This is an optimization exercise on Yosys and OpenROAD, whose aim is small area, not a production implementation. Function was checked by simulation only, so behaviour that the tests miss may differ from the original. The clock port is modelled as an ideal driver; clocking choices that lean on that would not hold on a real chip. No activity file was given, so power comes from the tool's default toggle rates.

== cedar ==
==> flow/design.v <==
module ibus_core (
    input  wire        clk,
    input  wire        rst,           
    input  wire        rx,            
    output wire        tx,            
    output wire        tx_en,         
    input  wire        req_valid,
    input  wire        req_send,      
    input  wire [3:0]  req_cmd,
    input  wire [3:0]  req_id,
    input  wire [2:0]  req_len,       
    input  wire [31:0] req_data,      
    output reg         dec_valid,
    output wire [1:0]  dec_status,    
    output wire [3:0]  dec_cmd,
    output wire [3:0]  dec_id,
    output wire        frame_ready
);
    localparam [3:0] BC_START = 4'd15;
    localparam [3:0] BC_STOP  = 4'd8;
    localparam [3:0] BC_IDLE  = 4'd9;
    localparam [8:0] GAP_END = 9'h1FF;
    function [8:0] lfsr_back(input [8:0] s, input integer n);
        integer k;
        begin
            lfsr_back = s;
            for (k = 0; k < n; k = k + 1)
                lfsr_back = {lfsr_back[0] ^ lfsr_back[5], lfsr_back[8:1]};
        end
    endfunction
    localparam [8:0] GAP_SEED = lfsr_back(GAP_END, 320);
    reg        rx_s1, rx_s2;     
    reg  [3:0] ph;               
    reg  [3:0] bc;               
    reg        busy;             
    reg  [3:0] cnt;              
    reg        fp;               
    reg [39:0] sr;               
    reg  [7:0] acc;              
    reg  [2:0] hi;               
    reg        cy;               
    wire       gap_flag = &sr[39:31];
    assign tx_en       = busy;
    wire       sr0_true = sr[0] ^ (busy && !bc[0]);
    assign dec_cmd     = sr[15:12];
    assign dec_id      = sr[11:8];
    assign dec_status  = {sr[16] && !cy, sr[16] && cy};
    wire dec_fire  = req_valid && !req_send && !busy;
    wire send_fire = req_valid &&  req_send && !busy && (req_len <= 3'd4);
    wire cur1 = cnt[0] && !cnt[1];
    wire cur2 = cnt[1] && !cnt[2];
    wire cur3 = cnt[2] && !cnt[3];
    wire cur4 = cnt[3];
    wire first = fp;
    wire pend  = fp;
    assign frame_ready = !busy && cnt[3] && cnt[0];
    wire   dec_avail   = frame_ready;
    wire bit_end  = (ph == 4'd15);
    wire in_data  = !bc[3];
    wire dshift   = bit_end && in_data;
    wire last     = (bc == 4'd7);
    wire at_idle  = (bc == BC_IDLE);
    wire char_end = bit_end && (bc == BC_STOP);
    wire r_chi  = cnt[3] && !cnt[2];             
    wire r_clo  = cnt[2] && !cnt[1];             
    wire t_clo  = !first && r_clo;
    wire t_body = !first && !r_clo && !r_chi;
    wire rx_valid    = !busy && char_end && rx_s2;
    wire rx_accept   = rx_valid && !send_fire;
    wire frame_start = rx_accept && gap_flag;
    wire rx_shift    = !busy && dshift;
    wire tx_shift = busy && dshift && t_body;
    always @(posedge clk) begin
        if (rst) begin
            rx_s1 <= 1'b1;
            rx_s2 <= 1'b1;
        end else begin
            rx_s1 <= rx;
            rx_s2 <= rx_s1;
        end
    end
    always @(posedge clk) begin
        if (send_fire)
            ph <= 4'd13;
        else if (!busy && at_idle)
            ph <= 4'd8;                  
        else if (!(busy && char_end))
            ph <= ph + 4'd1;
    end
    always @(posedge clk) begin
        if (rst) begin
            bc   <= BC_IDLE;
            busy <= 1'b0;
        end else if (send_fire) begin
            bc   <= BC_IDLE;
            busy <= 1'b1;
        end else begin
            if (at_idle) begin
                if (busy ? bit_end : !rx_s2)
                    bc <= BC_START;
            end else if (bit_end) begin
                if (!busy && bc == BC_START && rx_s2)
                    bc <= BC_IDLE;       
                else
                    bc <= bc + 4'd1;
            end
            if (busy && char_end && r_chi)
                busy <= 1'b0;
        end
    end
    always @(posedge clk) begin
        if (rst)
            cnt <= 4'b0000;
        else if (send_fire)
            cnt <= {req_len == 3'd0, req_len <= 3'd1, req_len <= 3'd2, req_len <= 3'd3};
        else if (frame_start)
            cnt <= 4'b0001;
        else if (busy ? char_end : ((rx_accept && !cur4) || (dec_fire && dec_avail)))
            cnt <= {cnt[2:0], !cnt[3]};
    end
    always @(posedge clk) begin
        if (send_fire)
            fp <= 1'b1;
        else if (busy) begin
            if (char_end)
                fp <= 1'b0;
        end else if (rx_accept && (frame_start || !cnt[2]))
            fp <= 1'b1;
        else if (rx_shift && last)
            fp <= 1'b0;
    end
    wire [8:0] gap_lfsr = {sr[31], sr[32], sr[33], sr[34], sr[35], sr[36], sr[37], sr[38], sr[39]};
    wire [8:0] gap_seed_sr;              
    genvar gk;
    generate
        for (gk = 0; gk < 9; gk = gk + 1) begin : g_seed
            assign gap_seed_sr[8 - gk] = GAP_SEED[gk];
        end
    endgenerate
    always @(posedge clk) begin
        if (send_fire)
            sr <= {req_data[31:23] ^ 9'h155, ~req_data[22:8], req_data[7:0] ^ 8'h55, ~req_cmd, ~req_id};
        else begin
            if (tx_shift || rx_shift)
                sr[7:0] <= ~{busy ? sr[8] : rx_s2, sr[7:1]};
            if (tx_shift || (rx_shift && cur1))
                sr[15:8] <= {busy ? sr[16] : rx_s2, sr[15:9]};
            if (tx_shift)
                sr[30:16] <= ~sr[31:17];
            else if (!busy)
                sr[16] <= dec_avail;
            if (!busy && rx_accept)
                sr[39:31] <= gap_seed_sr;
            else if (tx_shift || !busy)
                sr[38:31] <= sr[39:32];
            if (!busy && !rx_accept)
                sr[39] <= (gap_lfsr[8] ^ gap_lfsr[4]) | gap_flag;
        end
    end
    wire ld     = !busy && cur1;
    wire add_en = busy ? t_body : pend;
    wire a_in   = add_en && sr0_true;
    wire a_acc  = acc[0] && !ld;
    wire a_cy   = cy && !ld;
    wire s_bit  = a_acc ^ a_in ^ a_cy;
    wire c_out  = (a_acc & a_in) | (a_acc & a_cy) | (a_in & a_cy);
    wire rot    = dshift && (busy || pend);
    wire ok3    = (acc == 8'hFF) && ((sr[7:0] ^ 8'b10101010) == {7'h7F, ~hi[0]});
    always @(posedge clk) begin
        if (send_fire) begin
            acc <= 8'd4 + {5'd0, req_len};
            hi  <= 3'd0;
            cy  <= 1'b0;
        end else if (rot) begin
            acc <= {s_bit, acc[7:1]};
            cy  <= c_out && !last;
            if (last && ld)
                hi[1:0] <= 2'd0;
            else if (last)
                hi <= hi + {2'd0, c_out};
        end else if (rx_accept && cur3) begin
            cy <= ok3;
        end
    end
    always @(posedge clk) begin
        if (rst)
            dec_valid <= 1'b0;
        else
            dec_valid <= dec_fire;
    end
    reg t_bit;
    always @(*) begin
        if (first)
            t_bit = acc[0];
        else if (t_body)
            t_bit = sr0_true;
        else if (t_clo)
            t_bit = ~acc[0];
        else
            t_bit = !(bc[2:0] <= 3'd2 && hi[bc[1:0]]);
    end
    assign tx = !busy || !(bc == BC_START || (in_data && !t_bit));
endmodule
==> flow/config.mk <==
export PLATFORM = sky130hd
export DESIGN_NAME = ibus_core
export DESIGN_NICKNAME = ibus_core
export VERILOG_FILES = /design/flow/design.v
export SDC_FILE = /design/flow/constraint.sdc
export NUM_CORES = 4
export LEC_CHECK = 0
export CAP_MARGIN = 0
export CORE_MARGIN = 2
export CORE_UTILIZATION = 40
export PLACE_DENSITY = 0.6
export SLEW_MARGIN = 0
==> flow/constraint.sdc <==
create_clock -name core_clock -period 10.0 [get_ports {clk}]
set_input_delay 2.0000 -clock core_clock [delete_from_list [all_inputs] [get_ports {clk}]]
set_output_delay 2.0000 -clock core_clock [all_outputs]
set_load 0.01 [all_outputs]
standard.sh (not shown) runs the stock make flow with config.mk's settings and CLKGATE_MAP_FILE= SYNTH_SCRIPT=/design/flow/synth_recipe.tcl, a recipe that flattens the netlist after the stock synthesis.
==> flow/flow/run.sh <==
#!/bin/bash
# The standard layout (standard.sh) with these changes:
# - synthesis maps the logic with ABC's area-oriented mapper (amap, the
#   script in abc_map.script) instead of ORFS's delay-oriented script; the
#   flip-flops are mapped before ABC runs, so they are the same as in the
#   standard synthesis;
# - the port buffers are the smallest buffer cell instead of the delay cell
#   buffer_ports picks by default;
# - the clock tree: manual_cts.tcl splits the flip-flops into CLK_GROUPS
#   groups, each driven by one CLK_GROUP_CELL, and CTS builds the tree
#   from the clock port to those buffers only, of clkbuf_1, without dummy
#   loads.
set -euo pipefail
rm -rf scripts_area
cp -r "$FLOW_HOME/scripts" scripts_area
cp flow/abc_map.script scripts_area/abc_speed.script
export SCRIPTS_DIR="$PWD/scripts_area"
export BUFFER_PORTS_ARGS="-buffer_cell sky130_fd_sc_hd__buf_1"
export CLK_GROUPS=7
export CLK_GROUP_CELL=sky130_fd_sc_hd__clkbuf_4
export PRE_CTS_TCL="$PWD/flow/manual_cts.tcl"
export CTS_ARGS="-clk_nets clk -sink_clustering_enable -repair_clock_nets -dont_use_dummy_load -buf_list sky130_fd_sc_hd__clkbuf_1"
bash standard.sh > standard.log 2>&1
==> flow/flow/abc_map.script <==
strash
ifraig
dch -f
amap -F 5 -A 5
topo
==> flow/flow/manual_cts.tcl <==
# Sourced by ORFS's cts.tcl before clock_tree_synthesis (PRE_CTS_TCL).
# The flip-flops are split into CLK_GROUPS groups of about equal size by
# their angle around the centre of all flip-flops; each group gets one
# CLK_GROUP_CELL buffer at its centre, and clock_tree_synthesis, run on the clock port's
# net only, then drives these buffers. Every flip-flop is behind exactly one
# group buffer and one small tree from the port, so the clock reaches all of
# them through the same kind of path.
proc manual_clock_buffers {nb cell} {
  set block [ord::get_db_block]
  set master [[ord::get_db] findMaster $cell]
  set clknet [$block findNet clk]
  set sinks {}
  foreach it [$clknet getITerms] {
    set bb [[$it getInst] getBBox]
    lappend sinks [list $it [expr {([$bb xMin] + [$bb xMax]) / 2.0}] [expr {([$bb yMin] + [$bb yMax]) / 2.0}]]
  }
  set n [llength $sinks]
  set cx 0.0
  set cy 0.0
  foreach s $sinks {
    set cx [expr {$cx + [lindex $s 1]}]
    set cy [expr {$cy + [lindex $s 2]}]
  }
  set cx [expr {$cx / $n}]
  set cy [expr {$cy / $n}]
  set withang {}
  foreach s $sinks {
    lappend withang [list {*}$s [expr {atan2([lindex $s 2] - $cy, [lindex $s 1] - $cx)}]]
  }
  set sorted [lsort -real -index 3 $withang]
  set per [expr {int(ceil(double($n) / $nb))}]
  for {set g 0} {$g < $nb} {incr g} {
    set grp [lrange $sorted [expr {$g * $per}] [expr {($g + 1) * $per - 1}]]
    if {[llength $grp] == 0} { continue }
    set gx 0.0
    set gy 0.0
    foreach s $grp {
      set gx [expr {$gx + [lindex $s 1]}]
      set gy [expr {$gy + [lindex $s 2]}]
    }
    set gx [expr {int($gx / [llength $grp])}]
    set gy [expr {int($gy / [llength $grp])}]
    set inst [odb::dbInst_create $block $master "clkbuf_grp_$g"]
    set net [odb::dbNet_create $block "clk_grp_$g"]
    $net setSigType CLOCK
    $inst setLocation $gx $gy
    $inst setPlacementStatus PLACED
    [$inst findITerm A] connect $clknet
    [$inst findITerm X] connect $net
    foreach s $grp {
      set it [lindex $s 0]
      $it disconnect
      $it connect $net
    }
  }
  puts "manual_clock_buffers: $n flip-flops in $nb groups of up to $per"
}

manual_clock_buffers $::env(CLK_GROUPS) $::env(CLK_GROUP_CELL)
In summary, cedar completed successfully, with a layout that passed the timing, design-rule and antenna checks.
Modified inputs, yarrow compared to cedar
--- a/flow/flow/run.sh
+++ b/flow/flow/run.sh
@@ -19 +19 @@
-export CLK_GROUPS=7
+export CLK_GROUPS=8
==> flow/flow/abc_map.script <==
strash
ifraig
dch -f
amap
topo
Findings:
| first-pass GRT wire length | yarrow vs cedar | 1.3% lower |. The die outline width was comparable across yarrow and cedar. yarrow ended up with busy as its launch point of the worst path; cedar ended up with req_len[1]. The higher core area came out of cedar. Signed area change from the synthesized netlist to the final layout: higher on yarrow.
What garnet does differently from yarrow at the input level:
--- a/flow/flow/run.sh
+++ b/flow/flow/run.sh
@@ -19 +19 @@
-export CLK_GROUPS=8
+export CLK_GROUPS=7
==> flow/flow/abc_map.script <==
strash
ifraig
rewrite -z
refactor -z
resub -z
dch -f
amap
strash
dch -f
amap
topo
==> run notes <==
- Period utilization sits lower in garnet than in yarrow.
- Against yarrow as the reference, garnet delivers a lower final design area excluding fillers.
- Fraction of area in multi-input gates across garnet and yarrow: no real change.
- On sum of routed wire segments on met1: between garnet and yarrow, it ends up higher for garnet.
- Comparing garnet and yarrow, the higher post-route total power was measured on yarrow.
- Relative to yarrow, final wirelength has gone down in garnet.
- [compare] base=yarrow new=garnet: overall fraction of global-route tracks in use now sits higher, number of instances in the synthesized netlist moved up.
Input changes introduced in juniper (baseline for comparison: garnet):
- swapping 40 for 50 in CORE_UTILIZATION
- swapping 0.6 for 0.7 in PLACE_DENSITY
==> flow/flow/abc_map.script <==
strash
ifraig
dch -f
amap
strash
dch -f
amap
topo
[summary]
Total wirelength of the detailed-routed design in juniper vs garnet: down 110 um. Global-route usage over all layers: higher on juniper. Comparing juniper and garnet, logic gate share of total power is higher on garnet. Via count across juniper and garnet: no real change. Compared with garnet, juniper shows maximum fanout along the worst path higher by 3. Relative to garnet, depth of the critical timing path with buffers and inverters included decreased by 1 in juniper. juniper ends up with a horizontal die dimension that is about 10% lower than in garnet. On routed length on met2: between juniper and garnet, it ends up higher for juniper. Summary of the comparison: DRC marker count from the first detailed-route iteration is higher in juniper, relative to garnet.
## Diff of input files: harbor against juniper
- CORE_UTILIZATION changed from 50 to 40
- PLACE_DENSITY changed from 0.7 to 0.6
--- a/flow/flow/run.sh
+++ b/flow/flow/run.sh
@@ -19 +19 @@
-export CLK_GROUPS=7
+export CLK_GROUPS=8
==> comparison <==
- Final cell count (higher): harbor
- Diff harbor and juniper: final design instance area without fill lower in juniper
- Clock power, harbor vs juniper: up by a few percent
#### Input delta (ember over harbor)
--- a/flow/flow/run.sh
+++ b/flow/flow/run.sh
@@ -19 +19 @@
-export CLK_GROUPS=8
+export CLK_GROUPS=7
--- a/flow/flow/abc_map.script
+++ b/flow/flow/abc_map.script
@@ -7,0 +8,3 @@
+strash
+dch -f
+amap
Findings:
- [ember] arrival time at the worst endpoint rose 170 ps relative to harbor
- Cell area | ember vs harbor | ember smaller
- Against harbor as the reference, ember delivers a higher first-pass GRT wire length.
- The final non-filler cell total of ember is higher than that of harbor.
- The static leakage of ember and that of harbor are within noise of each other.
- ember against harbor: proportion of synthesized chip area in sequential cells did not really move; via count increased 41; total power moved up; clock network power share went down by 2.2 points; layout overhead on the synthesized area now smaller.


Starts from the design.v that is shown in full above.
==> flow/config.mk <==
export PLATFORM = sky130hd
export DESIGN_NAME = ibus_core
export DESIGN_NICKNAME = ibus_core
export VERILOG_FILES = /design/flow/design.v
export SDC_FILE = /design/flow/constraint.sdc
export NUM_CORES = 4
export LEC_CHECK = 0
export CAP_MARGIN = 0
export CORE_MARGIN = 2
export CORE_UTILIZATION = 40
export PLACE_DENSITY = 0.6
export SLEW_MARGIN = 0
==> flow/constraint.sdc <==
create_clock -name core_clock -period 10.0 [get_ports {clk}]
set_input_delay 2.0000 -clock core_clock [delete_from_list [all_inputs] [get_ports {clk}]]
set_output_delay 2.0000 -clock core_clock [all_outputs]
set_load 0.01 [all_outputs]
==> flow/flow/run.sh <==
#!/bin/bash
# The standard layout (standard.sh) with these changes:
# - synthesis maps the logic with ABC's area-oriented mapper (amap, the
#   script in abc_map.script) instead of ORFS's delay-oriented script; the
#   flip-flops are mapped before ABC runs, so they are the same as in the
#   standard synthesis;
# - the port buffers are the smallest buffer cell instead of the delay cell
#   buffer_ports picks by default;
# - the clock tree: manual_cts.tcl splits the flip-flops into CLK_GROUPS
#   groups, each driven by one CLK_GROUP_CELL, and CTS builds the tree
#   from the clock port to those buffers only, of clkbuf_1, without dummy
#   loads.
set -euo pipefail
rm -rf scripts_area
cp -r "$FLOW_HOME/scripts" scripts_area
cp flow/abc_map.script scripts_area/abc_speed.script
export SCRIPTS_DIR="$PWD/scripts_area"
export BUFFER_PORTS_ARGS="-buffer_cell sky130_fd_sc_hd__buf_1"
export CLK_GROUPS=7
export CLK_GROUP_CELL=sky130_fd_sc_hd__clkbuf_4
export PRE_CTS_TCL="$PWD/flow/manual_cts.tcl"
export CTS_ARGS="-clk_nets clk -sink_clustering_enable -repair_clock_nets -dont_use_dummy_load -buf_list sky130_fd_sc_hd__clkbuf_1"
bash standard.sh > standard.log 2>&1
==> flow/flow/abc_map.script <==
strash
ifraig
dch -f
amap
topo
Scripts as last shown in full above: flow/flow/manual_cts.tcl
==> next run, changes <==
==> flow/flow/abc_map.script (replaced) <==
strash
ifraig
dch -f
amap
strash
dch -f
amap
topo
Effect: Die area fell by 0.45%. Design area fell by 0.42%. Utilization fell by 0.19 points. Total power fell by 6.6%. Maximum frequency rose by 3.1%. Clock skew fell by 100 ps.

==> what the ideal ports hide <==
The results above use ideal ports. As a check the final layouts listed here were re-extracted and re-timed, cells and wires unchanged. Step 1 sets driving cells, clkbuf_16 on the clock port and buf_2 on the other inputs (assumed; they add their load-dependent delay and slew). Step 2 times the ports against the registers' clock, not the clock port: input delays grow and output delays shrink by t, the midpoint of the rising clock arrivals with the driver on. Slacks: no drivers / after step 1 / after step 2; pairs: no drivers / after step 1.
| run | t, ns | slack for setup (ns) | worst hold slack (ns) |
|---|---|---|---|
| cedar | 0.648 | 5.397 / 5.406 / 4.758 | 0.423 / 0.423 / 0.423 |
| yarrow | 0.652 | 4.891 / 4.863 / 5.515 | 0.430 / 0.430 / 0.430 |
| garnet | 0.644 | 5.025 / 4.997 / 5.642 | 0.447 / 0.447 / 0.447 |
| juniper | 0.669 | 5.222 / 5.196 / 5.477 | 0.423 / 0.423 / 0.423 |
| harbor | 0.665 | 5.140 / 5.111 / 5.479 | 0.392 / 0.392 / 0.392 |
| ember | 0.667 | 4.970 / 4.941 / 5.211 | 0.427 / 0.427 / 0.427 |
| the first run of note 2 | 0.633 | 5.005 / 4.977 / 5.610 | 0.432 / 0.432 / 0.432 |
| the second run of note 2 | 0.655 | 5.153 / 5.126 / 5.490 | 0.425 / 0.425 / 0.425 |
After both steps every run listed still meets setup and hold. For cedar, which loses most, drivers alone change the setup slack by +0.009 ns; drivers and shift together by -0.639 ns.
